Background: an optimization exercise with open tools, aiming at small area. Do not read the settings as production practice. Where RTL was checked, it was by simulation tests only, not by an equivalence proof against the original. Power figures rest on the tool's default switching activity, not on a simulated workload.

## old
==> flow/design.v (excerpt) <==
module ajq_top #(
    parameter N_RX = 16,
    parameter N_TX = 16
) (
    input  wire        clk,
    input  wire        rst,
    input  wire        drx_req_valid,
    input  wire [39:0] drx_req,
    output wire        drx_req_ready,
    output reg         drx_rsp_valid,
    output wire [33:0] drx_rsp,
    input  wire        dtx_req_valid,
    input  wire [39:0] dtx_req,
    output wire        dtx_req_ready,
    output reg         dtx_rsp_valid,
    output wire [33:0] dtx_rsp,
    input  wire        m_req_valid,
    input  wire [39:0] m_req,
    output wire        m_req_ready,
    output reg         m_rsp_valid,
    output wire [33:0] m_rsp,
    output wire        rxq_empty,
    output wire        rxq_full,
    output wire        txq_empty,
    output wire        txq_full,
    output wire        tx_irq_en,
    output wire [31:0] pkt
);
==> flow/config.mk <==
export PLATFORM = sky130hd
export DESIGN_NAME = ajq_top
export DESIGN_NICKNAME = ajq_top
export VERILOG_FILES = /design/flow/design.v
export SDC_FILE = /design/flow/constraint.sdc
export NUM_CORES = 4
export LEC_CHECK = 0
export CAP_MARGIN = 0
export CORE_MARGIN = 2
export CORE_UTILIZATION = 60
export CTS_BUF_LIST = sky130_fd_sc_hd__clkbuf_16
export CTS_CLUSTER_DIAMETER = 100
export CTS_CLUSTER_SIZE = 30
export PLACE_DENSITY = 0.75
export SLEW_MARGIN = 0
==> flow/constraint.sdc <==
create_clock -name core_clock -period 10.0 [get_ports {clk}]
set_input_delay 2.0000 -clock core_clock [delete_from_list [all_inputs] [get_ports {clk}]]
set_output_delay 2.0000 -clock core_clock [all_outputs]
set_load 0.01 [all_outputs]
standard.sh (not shown) runs the stock make flow with config.mk's settings and CLKGATE_MAP_FILE= SYNTH_SCRIPT=/design/flow/synth_recipe.tcl, a recipe that flattens the netlist after the stock synthesis.
==> flow/flow/run.sh <==
#!/bin/bash
# Layout: the standard flow (standard.sh) with three changes: the
# smallest buffer on each port, one tie cell per constant value (no tie
# fanout repair), and after floorplan each mux4_1 swapped for the smaller
# mux4_2 (flow/post_floorplan.tcl).
set -euo pipefail
here=$(pwd)
export BUFFER_PORTS_ARGS="-buffer_cell sky130_fd_sc_hd__buf_1"
export SKIP_REPAIR_TIE_FANOUT=1
export POST_FLOORPLAN_TCL="$here/flow/post_floorplan.tcl"
bash standard.sh \
  "BUFFER_PORTS_ARGS=$BUFFER_PORTS_ARGS" \
  "SKIP_REPAIR_TIE_FANOUT=$SKIP_REPAIR_TIE_FANOUT" \
  "POST_FLOORPLAN_TCL=$POST_FLOORPLAN_TCL" \
  finish > make_finish.log 2>&1
==> flow/flow/post_floorplan.tcl <==
# After floorplan: swap each 4:1 mux for the library's smaller-area variant
# of the same function (sky130_fd_sc_hd__mux4_2 is smaller than mux4_1).
set n 0
foreach inst [[ord::get_db_block] getInsts] {
  if {[[$inst getMaster] getName] eq "sky130_fd_sc_hd__mux4_1"} {
    replace_cell [$inst getName] sky130_fd_sc_hd__mux4_2
    incr n
  }
}
puts "post_floorplan: swapped $n mux4_1 for mux4_2"
old: done, clean on timing, DRC and antenna
## Diff of input files: new against old
Settings: SLEW_MARGIN now 20, was 0; CAP_MARGIN now 20, was 0.
==> flow/flow/run.sh <==
#!/bin/bash
# Layout: the standard flow (standard.sh) with two changes: the smallest
# buffer on each port, and one tie cell per constant value (no tie fanout
# repair).
set -euo pipefail
export BUFFER_PORTS_ARGS="-buffer_cell sky130_fd_sc_hd__buf_1"
export SKIP_REPAIR_TIE_FANOUT=1
bash standard.sh \
  "BUFFER_PORTS_ARGS=$BUFFER_PORTS_ARGS" \
  "SKIP_REPAIR_TIE_FANOUT=$SKIP_REPAIR_TIE_FANOUT" \
  finish > make_finish.log 2>&1
removed: flow/flow/post_floorplan.tcl
==> run summary <==
- The final period demand of the worst path in new sits 0.095 ns below the value recorded for old.
- Between new and old, fraction of power consumed by sequential logic is higher for new, old comes in under that.
- From old to new the numbers moved as follows: worst setup slack went up 0.095 ns, non-clock buffer count went up 2, clock distribution area overhead in the final layout held, number of global-route vias before repair went down about 2.4%, pin count of the biggest net entering global routing went up 12%.
- Max area growth from synthesis to final layout across new and old: new
- Part of the power in the clock network across new and old: no real change.

* * *

ajq_top, a different RTL version from the one above (not shown whole).
Size in the first run: roughly 1,200 cells after synthesis, roughly 270 I/O pins, ~18,000 um^2 of cells after synthesis.
Design ajq_top, start of the top module:
module ajq_top #(
    parameter N_RX = 16,
    parameter N_TX = 16
) (
    input  wire        clk,
    input  wire        rst,
    input  wire        drx_req_valid,
    input  wire [39:0] drx_req,
    output wire        drx_req_ready,
    output reg         drx_rsp_valid,
    output wire [33:0] drx_rsp,
    input  wire        dtx_req_valid,
    input  wire [39:0] dtx_req,
    output wire        dtx_req_ready,
    output reg         dtx_rsp_valid,
    output wire [33:0] dtx_rsp,
    input  wire        m_req_valid,
    input  wire [39:0] m_req,
    output wire        m_req_ready,
    output reg         m_rsp_valid,
    output wire [33:0] m_rsp,
    output wire        rxq_empty,
    output wire        rxq_full,
    output wire        txq_empty,
    output wire        txq_full,
    output wire        tx_irq_en,
    output wire [31:0] pkt
);
export LEC_CHECK = 0
export CAP_MARGIN = 20
export CORE_MARGIN = 2
export CORE_UTILIZATION = 40
export CTS_BUF_LIST = sky130_fd_sc_hd__clkbuf_16
export CTS_CLUSTER_DIAMETER = 100
export CTS_CLUSTER_SIZE = 30
export SLEW_MARGIN = 20
create_clock -name core_clock -period 10.0 [get_ports {clk}]
==> flow/flow/run.sh <==
#!/bin/bash
# Layout: the standard flow (standard.sh), with the smallest buffer on each port,
# as the standard flow otherwise.
set -euo pipefail
export BUFFER_PORTS_ARGS="-buffer_cell sky130_fd_sc_hd__buf_1"
bash standard.sh \
  "BUFFER_PORTS_ARGS=$BUFFER_PORTS_ARGS" \
  finish > make_finish.log 2>&1
Next try:
CORE_UTILIZATION = 75   (was 40)
PLACE_DENSITY = 0.88   (was unset)
After rerunning:
- non-clock buffer count is unchanged
- design area went down by 2.4%
- maximum frequency went up by 1.4%
- total power went down by 3.4%
- clock skew barely changes
- worst setup slack improves by 0.066 ns
- wire length went up by 1.1%
- worst hold slack is about the same
- core utilization went up by 37 points
- die area went down by 46%
- sequential power is about the same
Next try:
==> flow/flow/run.sh (replaced) <==
#!/bin/bash
# Layout: the standard flow (standard.sh) with two changes: the smallest
# buffer on each port, and one tie cell per constant value (no tie fanout
# repair).
set -euo pipefail
export BUFFER_PORTS_ARGS="-buffer_cell sky130_fd_sc_hd__buf_1"
export SKIP_REPAIR_TIE_FANOUT=1
bash standard.sh \
  "BUFFER_PORTS_ARGS=$BUFFER_PORTS_ARGS" \
  "SKIP_REPAIR_TIE_FANOUT=$SKIP_REPAIR_TIE_FANOUT" \
  finish > make_finish.log 2>&1
CORE_UTILIZATION = 60   (was 75)
GPL_TIMING_DRIVEN = 0   (was unset)
PLACE_DENSITY = 0.75   (was 0.88)
=> The changed run finished clean; clock power came out lower by about 0.9%; clock-buffer cell count is unchanged; setup slack gets worse by 0.45 ns; critical path depth climbs by 3; design area went up by 3.0%; sequential cell count stays the same; hold slack is better by 0.010 ns; synthesized cell count stays the same; routed wire length increases by 2.8%.

* * *

JK:
Another version of the RTL of ajq_top (not shown whole).
For scale: about 400 flip-flops, ~270 I/O pins, about 18000 um2 of cells after synthesis.
// ajq_top
module ajq_top #(
    parameter N_RX = 16,
    parameter N_TX = 16
) (
    input  wire        clk,
    input  wire        rst,
    input  wire        drx_req_valid,
    input  wire [39:0] drx_req,
    output wire        drx_req_ready,
    output reg         drx_rsp_valid,
    output wire [33:0] drx_rsp,
    input  wire        dtx_req_valid,
    input  wire [39:0] dtx_req,
    output wire        dtx_req_ready,
    output reg         dtx_rsp_valid,
    output wire [33:0] dtx_rsp,
    input  wire        m_req_valid,
    input  wire [39:0] m_req,
    output wire        m_req_ready,
    output reg         m_rsp_valid,
    output wire [33:0] m_rsp,
    output wire        rxq_empty,
    output wire        rxq_full,
    output wire        txq_empty,
    output wire        txq_full,
    output wire        tx_irq_en,
    output wire [31:0] pkt
);
==> flow/config.mk <==
export PLATFORM = sky130hd
export DESIGN_NAME = ajq_top
export DESIGN_NICKNAME = ajq_top
export VERILOG_FILES = /design/flow/design.v
export SDC_FILE = /design/flow/constraint.sdc
export NUM_CORES = 4
export LEC_CHECK = 0
export ABC_AREA = 1
export CAP_MARGIN = 20
export CORE_MARGIN = 2
export CORE_UTILIZATION = 40
export CTS_BUF_LIST = sky130_fd_sc_hd__clkbuf_16
export CTS_CLUSTER_DIAMETER = 100
export CTS_CLUSTER_SIZE = 30
export SLEW_MARGIN = 20
==> flow/constraint.sdc <==
create_clock -name core_clock -period 10.0 [get_ports {clk}]
set_input_delay 2.0000 -clock core_clock [delete_from_list [all_inputs] [get_ports {clk}]]
set_output_delay 2.0000 -clock core_clock [all_outputs]
set_load 0.01 [all_outputs]
==> flow/flow/run.sh <==
#!/bin/bash
# Layout: the standard flow (standard.sh), with smaller port buffers,
# the synthesis buffers removed and non-critical cells downsized.
set -euo pipefail
export BUFFER_PORTS_ARGS="-buffer_cell sky130_fd_sc_hd__buf_1"
bash standard.sh \
  "BUFFER_PORTS_ARGS=$BUFFER_PORTS_ARGS" \
  finish > make_finish.log 2>&1
Looking at the reports, JK completed the entire flow and the layout it produced met the timing, DRC and antenna checks.
For MS, these inputs were changed with respect to JK:
==> flow/flow/run.sh <==
#!/bin/bash
# Layout: the standard flow (standard.sh), with smaller port buffers,
# the synthesis buffers removed and non-critical cells downsized.
set -euo pipefail
export BUFFER_PORTS_ARGS="-buffer_cell sky130_fd_sc_hd__buf_1"
export REMOVE_ABC_BUFFERS=1
export RECOVER_POWER=100
bash standard.sh \
  "BUFFER_PORTS_ARGS=$BUFFER_PORTS_ARGS" \
  "REMOVE_ABC_BUFFERS=$REMOVE_ABC_BUFFERS" \
  "RECOVER_POWER=$RECOVER_POWER" \
  finish > make_finish.log 2>&1
--- outcome ---
MS had finished all stages when the layout checks came back failing, citing max-capacitance violations, max-slew violations. On final critical-path setup slack, JK beats MS. Looking at critical path depth, MS sits above JK. Any difference in global-route usage between MS and JK is small enough to ignore. Core utilization sits lower in MS than in JK. MS: final count of pins violating max slew higher than JK. MS and JK ended up with nearly the same routed wire length.
## Diff of input files: AL against MS
# MS
export LEC_CHECK = 0
export ABC_AREA = 1
export CAP_MARGIN = 20
export CORE_MARGIN = 2
export CORE_UTILIZATION = 40
export CTS_BUF_LIST = sky130_fd_sc_hd__clkbuf_16
export CTS_CLUSTER_DIAMETER = 100
export CTS_CLUSTER_SIZE = 30
export SLEW_MARGIN = 20
create_clock -name core_clock -period 10.0 [get_ports {clk}]
# AL
export LEC_CHECK = 0
export CAP_MARGIN = 20
export CORE_MARGIN = 2
export CORE_UTILIZATION = 40
export CTS_BUF_LIST = sky130_fd_sc_hd__clkbuf_4
export SLEW_MARGIN = 20
create_clock -name core_clock -period 10.0 [get_ports {clk}]
==> flow/run.sh (new file) <==
#!/bin/bash
# synth_recipe.tcl (not shown) runs the flow's synth.tcl, then flattens the netlist and writes it again
# the make line also repeats each setting of config.mk as NAME=value (left out here)
make -C /OpenROAD-flow-scripts/flow DESIGN_CONFIG=/design/flow/config.mk WORK_HOME=/design/flow/orfs CLKGATE_MAP_FILE= SYNTH_SCRIPT=/design/flow/synth_recipe.tcl finish
removed: flow/flow/run.sh
removed: flow/standard.sh
--- outcome ---
Of MS and AL, only AL finishes the flow clean.
MS: flow complete, layout not clean; failing: max-capacitance violations, max-slew violations
When AL is measured against MS, its fraction of the mapped netlist area in compound gates turns out 2.9 points higher.
AL vs. MS: via count of the routed design went down by about 1.4%.
AL consumes more power than MS does.
Diff MS and AL: first-pass GRT wire length lower in MS
Cells: AL has fewer instances than MS
Looking at MS and AL, the portion of total power attributed to combinational logic is a wash.
Compared with MS, AL shows static leakage power lower by about 0.8%.
Per the comparison of AL with MS, clock buffer count climbed about 600%; post-place instance area climbed about 6%; maximum clock frequency climbed 13%; core box area climbed 1.7%.
No run of this note included a check of the RTL's function; only the layout flow was run.

[static timing again, ports no longer ideal]
No port has a modelled driver above. Below, the same layouts with a new extraction and two added sets of constraints.
Step 1, drivers: a clkbuf_16 drives clk and a buf_2 each remaining input, both assumed.
Step 2 times the ports against the registers' clock, not the clock port: input delays grow and output delays shrink by t, the midpoint of the rising clock arrivals with the driver on.
a / b / c = ideal ports / drivers / drivers and shift; a / b = the first two.
run	t (ns)	slack for setup (ns)	worst setup path after step 2	worst register clock-pin slew, ns	cell pins on the clock port's net
old	0.557	5.025 / 5.052 / 4.494	input to register	0.11 / 0.11	1
new	0.555	5.120 / 5.138 / 4.582	input to register	0.11 / 0.11	1
the first run of note 2	0.589	5.184 / 5.217 / 4.628	input to register	0.12 / 0.12	1
the second run of note 2	0.565	5.250 / 5.257 / 4.693	input to register	0.11 / 0.11	1
the third run of note 2	0.555	4.801 / 4.823 / 4.268	input to register	0.12 / 0.12	1
JK	0.593	5.214 / 5.235 / 4.643	input to register	0.12 / 0.12	1
MS	0.602	3.585 / 3.629 / 3.027	input to register	0.12 / 0.12	1
AL	0.854	4.331 / 4.283 / 3.779	input to register	0.08 / 0.08	1
For JK, which loses most, drivers alone change the setup slack by +0.021 ns; drivers and shift together by -0.571 ns.
